This design comes from an exercise in tuning for small area, a short achievable clock period and few clock cycles on the open sky130 flow, not from production work. Function was checked by simulation only, so behaviour that the tests miss may differ from the original. Power is estimated from default activity; no workload was simulated.

`design/flow/run.sh`:
```
#!/bin/bash
# synth_recipe.tcl (not shown) runs the flow's synth.tcl, then flattens the netlist and writes it again
# the make line also repeats each setting of config.mk as NAME=value (left out here)
make -C /OpenROAD-flow-scripts/flow DESIGN_CONFIG=/design/flow/config.mk WORK_HOME=/design/flow/orfs CLKGATE_MAP_FILE= SYNTH_SCRIPT=/design/flow/synth_recipe.tcl finish
```
`design/flow/config.mk`:
```
export PLATFORM = sky130hd
export DESIGN_NAME = qbc
export DESIGN_NICKNAME = qbc
export VERILOG_FILES = /design/flow/design.v
export SDC_FILE = /design/flow/constraint.sdc
export NUM_CORES = 4
export LEC_CHECK = 0
export CAP_MARGIN = 20
export CORE_MARGIN = 2
export CORE_UTILIZATION = 40
export SLEW_MARGIN = 20
```
`design/flow/constraint.sdc`:
```
create_clock -name core_clock -period 5.0 [get_ports {clk}]
set_input_delay 1.0000 -clock core_clock [delete_from_list [all_inputs] [get_ports {clk}]]
set_output_delay 1.0000 -clock core_clock [all_outputs]
set_load 0.01 [all_outputs]
```
`design/flow/design.v`:
```
module qbc (
    input  wire        clk,
    input  wire        rst_n,
    input  wire        req_valid,
    output wire        req_ready,
    input  wire        req_write,
    input  wire [7:0]  req_addr,
    input  wire [31:0] req_wdata,
    output wire        rsp_valid,
    output wire [31:0] rsp_rdata,
    output wire        rsp_err
);
    localparam [51:0] FOOT52   = {52{1'b1}};
    localparam [31:0] ID_VALUE = 32'h5142_0701;
    reg [63:0] idx_in;
    reg [31:0] x_in, y_in;
    reg [63:0] res;
    reg [31:0] x_out, y_out;
    reg [11:0] f_q;           
    reg [31:0] cmd;
    reg        st_vi, st_vc, st_can, st_cha, st_errs;
    reg [2:0]  st_ecode;      
    reg [63:0] ch_base;
    reg [52:0] ch_k;          
    reg [4:0]  ch_d;          
    reg        running;
    reg        rsp_pending;
    reg [31:0] rsp_data_q;
    reg        rsp_err_q;
    assign req_ready = running & rst_n;
    assign rsp_valid = rsp_pending & rst_n;
    assign rsp_rdata = rsp_data_q;
    assign rsp_err   = rsp_err_q;
    wire accept   = req_valid & req_ready;
    wire aligned  = (req_addr[1:0] == 2'b00);
    wire do_write = accept & req_write & aligned;
    wire do_cmd   = do_write & (req_addr[7:2] == 6'h00);
    wire rst      = ~rst_n;
    wire [31:0] wd = req_wdata & {32{rst_n}};
    wire [3:0] op = req_wdata[3:0];
    wire [4:0] r  = req_wdata[12:8];
    wire uses_r   = (op == 4'h1) | (op == 4'h5) | (op == 4'h6);
    wire illegal  = (|req_wdata[31:13]) | (|req_wdata[7:4]) | (op >= 4'hA) |
                    (~uses_r & (|r));
    wire op_pack  = ~illegal & (op == 4'h1);
    wire op_unp   = ~illegal & (op == 4'h2);
    wire op_chk   = ~illegal & (op == 4'h3);
    wire op_gres  = ~illegal & (op == 4'h4);
    wire op_par   = ~illegal & (op == 4'h5);
    wire op_chl   = ~illegal & (op == 4'h6);
    wire op_nc    = ~illegal & (op == 4'h7);
    wire op_menc  = ~illegal & (op == 4'h8);
    wire op_mdec  = ~illegal & (op == 4'h9);
    wire [4:0]  z      = idx_in[56:52];
    wire [51:0] v52    = idx_in[51:0];
    wire        r_big  = (r > 5'd26);
    wire [51:0] foot_r = FOOT52 >> {r, 1'b0};
    wire [51:0] foot_z = FOOT52 >> {z, 1'b0};
    reg [63:0] menc;
    reg [31:0] dex, dey;
    integer i;
    always @* begin
        for (i = 0; i < 32; i = i + 1) begin
            menc[2*i]     = x_in[i];
            menc[2*i + 1] = y_in[i];
            dex[i]        = idx_in[2*i];
            dey[i]        = idx_in[2*i + 1];
        end
    end
    wire [31:0] xy_or    = x_in | y_in;
    wire        pk_range = |(xy_or & ({32{1'b1}} << r));
    wire [51:0] pk_pos   = menc[51:0] << (6'd52 - {r, 1'b0});
    wire [63:0] pk_res   = {7'b0100100, r, pk_pos | foot_r};
    wire [31:0] ux = {1'b0, dex[25:0], 5'b0} >> (~z);
    wire [31:0] uy = {1'b0, dey[25:0], 5'b0} >> (~z);
    wire chk_vi  = ~idx_in[63] & idx_in[62] & (idx_in[61:59] != 3'd7) &
                   (z <= 5'd26) & (&(v52 | ~foot_z));
    wire chk_vc  = chk_vi & (idx_in[61:59] == 3'd1);
    wire chk_can = chk_vc & (idx_in[58:57] == 2'd0);
    wire [63:0] par_res = {idx_in[63:57], r, v52 | foot_r};
    wire [63:0] chl_base = {idx_in[63:57], r, v52 & ~(foot_z & ~foot_r)};
    wire [4:0]  chl_d    = r - z;
    wire [4:0]  cb_r    = ch_base[56:52];
    wire [51:0] nc_pos  = ch_k[51:0] << (6'd52 - {cb_r, 1'b0});
    wire [63:0] nc_res  = ch_base | {12'd0, nc_pos};
    wire [52:0] nc_k1   = ch_k + 53'd1;
    wire [51:0] lowd    = ~(FOOT52 << {ch_d, 1'b0});
    wire        nc_last = &(ch_k[51:0] | ~lowd);
    wire e_inv = (op_pack & r_big) |
                 (op_par & (r_big | (r > z))) |
                 (op_chl & (r_big | (r <= z)));
    wire e_rng = op_pack & ~r_big & pk_range;
    wire e_noi = op_nc & ~st_cha;
    wire [2:0] ecode = illegal ? 3'd2 : e_inv ? 3'd1 : e_rng ? 3'd3 :
                       e_noi ? 3'd4 : 3'd0;
    wire fail = illegal | e_inv | e_rng | e_noi;
    wire ok   = do_cmd & ~fail;
    wire [31:0] status = {20'd0, 1'b0, st_ecode, 2'b00, st_errs, |st_ecode,
                          st_cha, st_can, st_vc, st_vi};
    wire [31:0] f_out  = {14'd0, f_q[11], f_q[10], 2'b00, f_q[6:5], 1'b0,
                          f_q[9:7], 3'b000, f_q[4:0]};
    wire [63:0] ch_n   = (ch_d == 5'd0) ? 64'd0 : (64'd1 << {ch_d, 1'b0});
    reg [31:0] rd_data;
    always @* begin
        case (req_addr[7:2])
            6'h00: rd_data = cmd;
            6'h01: rd_data = status;
            6'h02: rd_data = ID_VALUE;
            6'h04: rd_data = idx_in[31:0];
            6'h05: rd_data = idx_in[63:32];
            6'h06: rd_data = x_in;
            6'h07: rd_data = y_in;
            6'h08: rd_data = res[31:0];
            6'h09: rd_data = res[63:32];
            6'h0A: rd_data = x_out;
            6'h0B: rd_data = y_out;
            6'h0C: rd_data = f_out;
            6'h0E: rd_data = ch_base[31:0];
            6'h0F: rd_data = ch_base[63:32];
            6'h10: rd_data = ch_k[31:0];
            6'h11: rd_data = {11'd0, ch_k[52:32]};
            6'h12: rd_data = ch_n[31:0];
            6'h13: rd_data = ch_n[63:32];
            default: rd_data = 32'd0;
        endcase
    end
    wire we_idx_lo = rst | (do_write & (req_addr[7:2] == 6'h04));
    wire we_idx_hi = rst | (do_write & (req_addr[7:2] == 6'h05));
    wire we_x      = rst | (do_write & (req_addr[7:2] == 6'h06));
    wire we_y      = rst | (do_write & (req_addr[7:2] == 6'h07));
    wire we_cmd    = rst | do_cmd;
    wire s_pack = ok & op_pack;
    wire s_par  = ok & op_par;
    wire s_nc   = ok & op_nc;
    wire s_menc = ok & op_menc;
    wire we_res = rst | s_pack | s_par | s_nc | s_menc;
    wire [63:0] res_nx = ({64{s_pack}} & pk_res) | ({64{s_par}} & par_res) |
                         ({64{s_nc}} & nc_res) | ({64{s_menc}} & menc);
    wire s_unp  = ok & op_unp;
    wire s_mdec = ok & op_mdec;
    wire we_xo  = rst | s_unp | s_mdec;
    wire [31:0] xo_nx = ({32{s_unp}} & ux) | ({32{s_mdec}} & dex);
    wire [31:0] yo_nx = ({32{s_unp}} & uy) | ({32{s_mdec}} & dey);
    wire we_f   = rst | (ok & (op_unp | op_chk | op_gres));
    wire we_chk = rst | (ok & op_chk);
    wire s_chl  = ok & op_chl;
    wire we_chb = rst | s_chl;
    wire we_chk_k = rst | s_chl | s_nc;
    always @(posedge clk) begin
        running     <= rst_n;
        rsp_pending <= accept;
        rsp_err_q   <= ~aligned;
        rsp_data_q  <= (req_write | ~aligned) ? 32'd0 : rd_data;
        if (we_idx_lo) idx_in[31:0]  <= wd;
        if (we_idx_hi) idx_in[63:32] <= wd;
        if (we_x)      x_in <= wd;
        if (we_y)      y_in <= wd;
        if (we_cmd)    cmd  <= wd;
        if (we_res) res <= res_nx;
        if (we_xo) begin
            x_out <= xo_nx;
            y_out <= yo_nx;
        end
        if (we_f) f_q <= idx_in[63:52] & {12{rst_n}};
        if (we_chk) begin
            st_vi  <= chk_vi & rst_n;
            st_vc  <= chk_vc & rst_n;
            st_can <= chk_can & rst_n;
        end
        if (we_chb) begin
            ch_base <= chl_base & {64{rst_n}};
            ch_d    <= chl_d & {5{rst_n}};
        end
        if (we_chk_k)
            ch_k <= s_nc ? nc_k1 : 53'd0;
        if (rst) begin
            st_cha   <= 1'b0;
            st_errs  <= 1'b0;
            st_ecode <= 3'd0;
        end else begin
            if (s_chl)
                st_cha <= 1'b1;
            else if (s_nc & nc_last)
                st_cha <= 1'b0;
            if (do_cmd) begin
                st_ecode <= ecode;
                if (fail) st_errs <= 1'b1;
            end else if (do_write & (req_addr[7:2] == 6'h01) & req_wdata[5])
                st_errs <= 1'b0;
        end
    end
endmodule
```
==> results.sh, run 1 <==
export IMPL_status="finished clean"
export IMPL_synth_seq_cells=465
export IMPL_worstRegToRegCells=8
export IMPL_design_core_area_mm2=0.07445
export IMPL_cts_sinks=465
export IMPL_r2r_start="ch_base[53]$_DFFE_PP_"
export IMPL_h_tree_depth=2
export IMPL_postCtsSetupBuffers=0
export IMPL_crit_path_start_kind="flip-flop"
export IMPL_leakagePower_nw=12.43
export IMPL_drt_iter0_markers=6867
export IMPL_cp_required_ps=5400
export IMPL_p_int_mw=7.741
export IMPL_p_per_area_mw_per_mm2=339.8
export IMPL_p_sw_mw=4.191
export IMPL_grt_antenna_before_repair=36
export IMPL_r2r_end="res[30]$_DFFE_PP_"
export IMPL_clkPwrFrac_pct=35.0
export IMPL_synthArstFlopShare_pct=0
export IMPL_synth_edf_count=425
export IMPL_synth_cell_type_count=83
export IMPL_antenna_left=0
export IMPL_finalClockSkew_ps=41.22
export IMPL_multi_input_area_mm2=0.01542
export IMPL_slew_headroom_pct=19.07
export IMPL_syn_area_per_cell_um2=10.29
export IMPL_grt_pass1_wl_um=253100
export IMPL_syn_num_nets=2975
export IMPL_cts_root_buf="clkbuf_16"
export IMPL_arrival_ps=4950
export IMPL_dieHeight_um=278.0
export IMPL_path_clk_slew_ps=60
export IMPL_setup_viol_count_final=0
export IMPL_ys_seq_area_share_pct=45.15
export IMPL_start_util_pct=40.35
export IMPL_yosys_warnings=1
export IMPL_fin_crit_ps=4550
export IMPL_post_route_period_util_pct=91.00
export IMPL_synth_top_area_share_pct=42.48
export IMPL_holdBufCountCts=0
export IMPL_drt_wl_total_um=191700
export IMPL_numCtsBuffers=55
export IMPL_port_buffers=78
export IMPL_crit_path_end="res[30]$_DFFE_PP_"
export IMPL_drv_slew=0
export IMPL_synth_common_cells="edfxtp_1 (425), nand2_1 (367), clkbuf_1 (209)"
export IMPL_viasPerCell=7.668
export IMPL_finalHoldViolations=0
export IMPL_setup_tns_ps=0
export IMPL_yosys_area_top_type="edfxtp_1"
export IMPL_wl_per_cell_um=47.52
export IMPL_grt_max_degree=83
export IMPL_combPwrFrac_pct=22.6
export IMPL_switching_share_pct=35.12
export IMPL_cts_resized=0
export IMPL_fmax_mhz=219.8
export IMPL_hp_class="reg2reg"
export IMPL_dr_total_vias=30925
export IMPL_rsz0062_at_grt="false"
export IMPL_drive_above_1_share_pct=17.48
export IMPL_synth_area_mm2=0.03004
export IMPL_path_class="reg2reg"
export IMPL_nets=3060
export IMPL_synth_cells=2918
export IMPL_row_count=100
export IMPL_cts_buffer_depth=3
export IMPL_overflow=0
export IMPL_syn2layout_area_growth_pct=16.90
export IMPL_die_w_um=278.0
export IMPL_holdWs_ps=543.6
export IMPL_clk_latency_ps=670
export IMPL_die_area_mm2=0.07731
export IMPL_pwr_share_seq_pct=42.4
export IMPL_globalplace_congestion=1.104
export IMPL_cts_tree="yes"
export IMPL_drc_errors=0
export IMPL_grt_pass1_vias=28470
export IMPL_drtPass1Iterations=9
export IMPL_ff2ff_setup_slack_ps=450
export IMPL_worst_pin_slew_ps=1203
export IMPL_cp_end_kind="flip-flop"
export IMPL_crit_fanout=27
export IMPL_place_hpwl_um=142400
export IMPL_final_seq_area_mm2=0.01356
export IMPL_grt_use_total_pct=48.41
export IMPL_fillerInstances=6831
export IMPL_yosys_top_cells_area="edfxtp_1 (42%), mux4_2 (8.7%), nand2_1 (4.6%)"
export IMPL_cap_violations=0
export IMPL_synth_top_flop_cell="edfxtp_1"
export IMPL_vdd_drop_max_mv=0.3251
export IMPL_yosysMostFrequentCell="edfxtp_1"
export IMPL_crit_start="ch_base[53]$_DFFE_PP_"
export IMPL_io_pin_count=79
export IMPL_post_route_util_pct=47.17
[placed cells by master (no fill, tap or decap), types with 34 or more instances in the layout]
master / count
mux4_2: 116
clkbuf_16: 55
inv_1: 54
edfxtp_1: 425
a22oi_1: 94
o21ai_0: 203
nand2_1: 364
a31oi_1: 47
nand3_1: 80
a22o_1: 71
buf_4: 206
clkdlybuf4s50_1: 76
nor2_1: 188
mux2i_1: 104
xor2_1: 36
dfxtp_1: 40
nand4_1: 34
and2_1: 78
a221oi_1: 64
a222oi_1: 56
a21oi_1: 118
[worst min-delay path by stage]
| stage | from | slack, ps | to | cells past startpoint |
|---|---|---|---|---|
| 6_report | st_errs$_SDFFE_PN0P_ | 540 | st_errs$_SDFFE_PN0P_ | 2 |
| 5_1_grt | ch_base[60]$_DFFE_PP_ | 630 | res[60]$_DFFE_PP_ | 2 |
| 4_1_cts | st_errs$_SDFFE_PN0P_ | 540 | st_errs$_SDFFE_PN0P_ | 2 |
| 3_5_place_dp | st_errs$_SDFFE_PN0P_ | 530 | st_errs$_SDFFE_PN0P_ | 2 |
| 3_3_place_gp | st_errs$_SDFFE_PN0P_ | 530 | st_errs$_SDFFE_PN0P_ | 2 |
| 2_1_floorplan | st_errs$_SDFFE_PN0P_ | 470 | st_errs$_SDFFE_PN0P_ | 2 |
[power groups by stage]
stage          clock network (mW)  logic (mW)  registers, mW
6_report                     4.18        2.70           5.06
2_1_floorplan                   0        1.49           4.67
3_3_place_gp                    0        2.54           5.07
3_5_place_dp                    0        2.54           5.06
4_1_cts                      4.15        2.55           4.99
5_1_grt                      4.31        2.74           5.01
[per-layer routing]
metal  vias to the layer above  global-route usage, %  part of all wire [%]
met1                     15236                  60.65                    36
met5                         -                  2.314                  0.17
met4                        24                  33.65                   8.6
met3                       793                  19.05                    15
li1                      11612                      -                     -
met2                      3260                  68.01                    41
[critical path: stages, from the launching register on]
cell and delay (ps):
edfxtp_1 640, ha_2 870, mux2i_1 310, mux2i_1 270, mux2i_1 870, nand2_1 190
a31oi_1 620, o21ai_0 180, a221o_1 290
[through the flow]
stage	total power [mW]	area (um^2)	setup slack, ps	instances
after floorplan	6.166	30050	116.7	2918
after global placement	7.610	33260	268.2	3915
after detailed placement	7.603	33260	225.5	3915
after CTS	11.68	35070	643.7	4013
after global routing	12.05	35070	531.6	4014
final	11.93	35120	450.2	4033
[layout make-up]
| cell class | count | area share (%) |
|---|---|---|
| Multi-Input combinational cell | 2115 | 43.92 |
| Sequential cell | 465 | 38.62 |
| Timing Repair Buffer | 310 | 8.123 |
| Clock buffer | 71 | 4.347 |
| Tap cell | 969 | 3.452 |
| Clock inverter | 27 | 0.7981 |
| Inverter | 56 | 0.5986 |
| Antenna cell | 20 | 0.1425 |
[kinds of logic (layout without fill, tap and decap cells)]
group                    count (synthesis)  in the layout  synth area share (%)
AND/OR/NAND/NOR                        918            918                 14.42
AO/OA/AOI/OAI                          873            873                 20.47
flip-flops                             465            465                 45.15
buffers and inverters                  338            464                 4.357
multiplexers                           246            246                 13.14
XOR/XNOR                                62             62                 1.808
adder cells (fa/ha/maj)                 16             16                0.6664
other                                    0             20                     0
[sequential cells by signal, summed over array words and instances (netlist names), 3 cells and up]
| name | count |
|---|---|
| f_q | 12 |
| x_out | 32 |
| res | 64 |
| cmd | 32 |
| st_ecode | 3 |
| ch_k | 53 |
| rsp_data_q | 32 |
| y_out | 32 |
| x_in | 32 |
| ch_base | 64 |
| y_in | 32 |
| ch_d | 5 |
| idx_in | 64 |
Testbench counts, summed over its fixed seeds: cycles 39,357.
==> run 2: changes to the inputs <==
--- a/design/flow/config.mk
+++ b/design/flow/config.mk
@@ -5,7 +5,9 @@
 export SDC_FILE = /design/flow/constraint.sdc
 export NUM_CORES = 4
 export LEC_CHECK = 0
+export ABC_CLOCK_PERIOD_IN_PS = 2600
 export CAP_MARGIN = 20
 export CORE_MARGIN = 2
-export CORE_UTILIZATION = 40
+export CORE_UTILIZATION = 55
+export SETUP_SLACK_MARGIN = 2.4
 export SLEW_MARGIN = 20
==> results.sh, run 2 <==
export IMPL_status="stopped before the end"
export IMPL_start_util_pct=55.71
export IMPL_row_count=85
export IMPL_yosys_warnings=1
export IMPL_synth_cell_type_count=83
export IMPL_die_w_um=237.7
export IMPL_synth_edf_count=425
export IMPL_synth_area_mm2=0.03004
export IMPL_ys_seq_area_share_pct=45.15
export IMPL_stop_stage="5_1_grt"
export IMPL_error="[ERROR GRT-0232] Routing congestion too high. Check the congestion heatmap in the GUI."
export IMPL_post_place_ws_ps=47.39
export IMPL_port_buffers=78
export IMPL_synth_cells=2918
export IMPL_overflow=2
export IMPL_synth_seq_cells=465
export IMPL_globalplace_congestion=1.200
export IMPL_cts_buffer_depth=3
export IMPL_syn_num_nets=2975
export IMPL_dieHeight_um=237.7
export IMPL_yosysMostFrequentCell="edfxtp_1"
export IMPL_place_hpwl_um=124800
export IMPL_syn_area_per_cell_um2=10.29
export IMPL_h_tree_depth=2
export IMPL_yosys_area_top_type="edfxtp_1"
export IMPL_synth_common_cells="edfxtp_1 (425), nand2_1 (367), clkbuf_1 (209)"
export IMPL_synth_top_area_share_pct=42.48
export IMPL_synthArstFlopShare_pct=0
export IMPL_grt_max_degree=75
export IMPL_cts_root_buf="clkbuf_16"
export IMPL_synth_top_flop_cell="edfxtp_1"
export IMPL_io_pin_count=79
export IMPL_grt_use_total_pct=72.84
export IMPL_yosys_top_cells_area="edfxtp_1 (42%), mux4_2 (8.7%), nand2_1 (4.6%)"
export IMPL_cts_sinks=465
export IMPL_numCtsBuffers=49
## run 2: worst min path at each step
stage / startpoint / endpoint / slack (ps) / depth (start not counted)
after floorplan: st_errs$_SDFFE_PN0P_ / st_errs$_SDFFE_PN0P_ / 470 / 2
after global placement: x_out[30]$_DFFE_PP_ / rsp_data_q[30]$_SDFF_PP0_ / 540 / 2
after detailed placement: x_out[30]$_DFFE_PP_ / rsp_data_q[30]$_SDFF_PP0_ / 540 / 2
after CTS: running$_DFF_P_ / rsp_pending$_DFF_P_ / 530 / 1
## run 2: power groups by stage
stage	clock [mW]	combinational, mW	sequential [mW]
after floorplan	0	1.53	4.67
after global placement	0	2.37	5.04
after detailed placement	0	2.39	5.04
after CTS	3.78	2.80	4.91
## run 2: metal layers
metal  overflow  GRT usage [%]
met1          0          76.00
met2          1          85.57
met3          0          59.15
met4          1          66.84
met5          0          42.51
## run 2: kinds of logic after synthesis
logic type	after synthesis	synth area share [%]
fa+ha+maj	16	0.6664
xor+xnor	62	1.808
compound gates	873	20.47
flops	465	45.15
mux	246	13.14
buf+inv	338	4.357
simple gates	918	14.42
## run 2: repair_timing
item | CTS
cloned | 59
hold buffers | 0
setup endpoints to repair | 662
resized for setup | 666
pin swaps | 118
setup buffers | 220
## run 2: metrics by stage
stage               hold slack, ps  cells  cell area, um^2  util (%)  total power, mW
floorplan                    467.9   2918            30450         -            6.196
global placement             537.3   3596            32580     60.43            7.403
detailed placement           542.4   3596            32580     60.43            7.423
CTS                          534.9   3967            39460     73.19            11.50

afterwards: timing with drivers on the ports:
No port has a modelled driver above. Below, the same layout with a new extraction and two added sets of constraints. Step 1 sets driving cells, clkbuf_16 on the clock port and buf_2 on the other inputs (assumed; they add their load-dependent delay and slew). Step 2 moves the port delays by t, midway between the first and last clock arrival at a register: inputs arrive t later, outputs are due t later. That takes back most of the time a late clock gives input paths. a / b / c = ideal / step 1 / step 2; a / b = the first two.
run: run 1
t, ns: 0.716
setup slack, ns: 0.450 / 0.450 / 0.049
slew at the worst register clock pin (ns): 0.08 / 0.08
After both steps run 1 still meets setup and hold. The setup slack of run 1 moves by 0.000 ns with the drivers and by -0.401 ns with both steps.
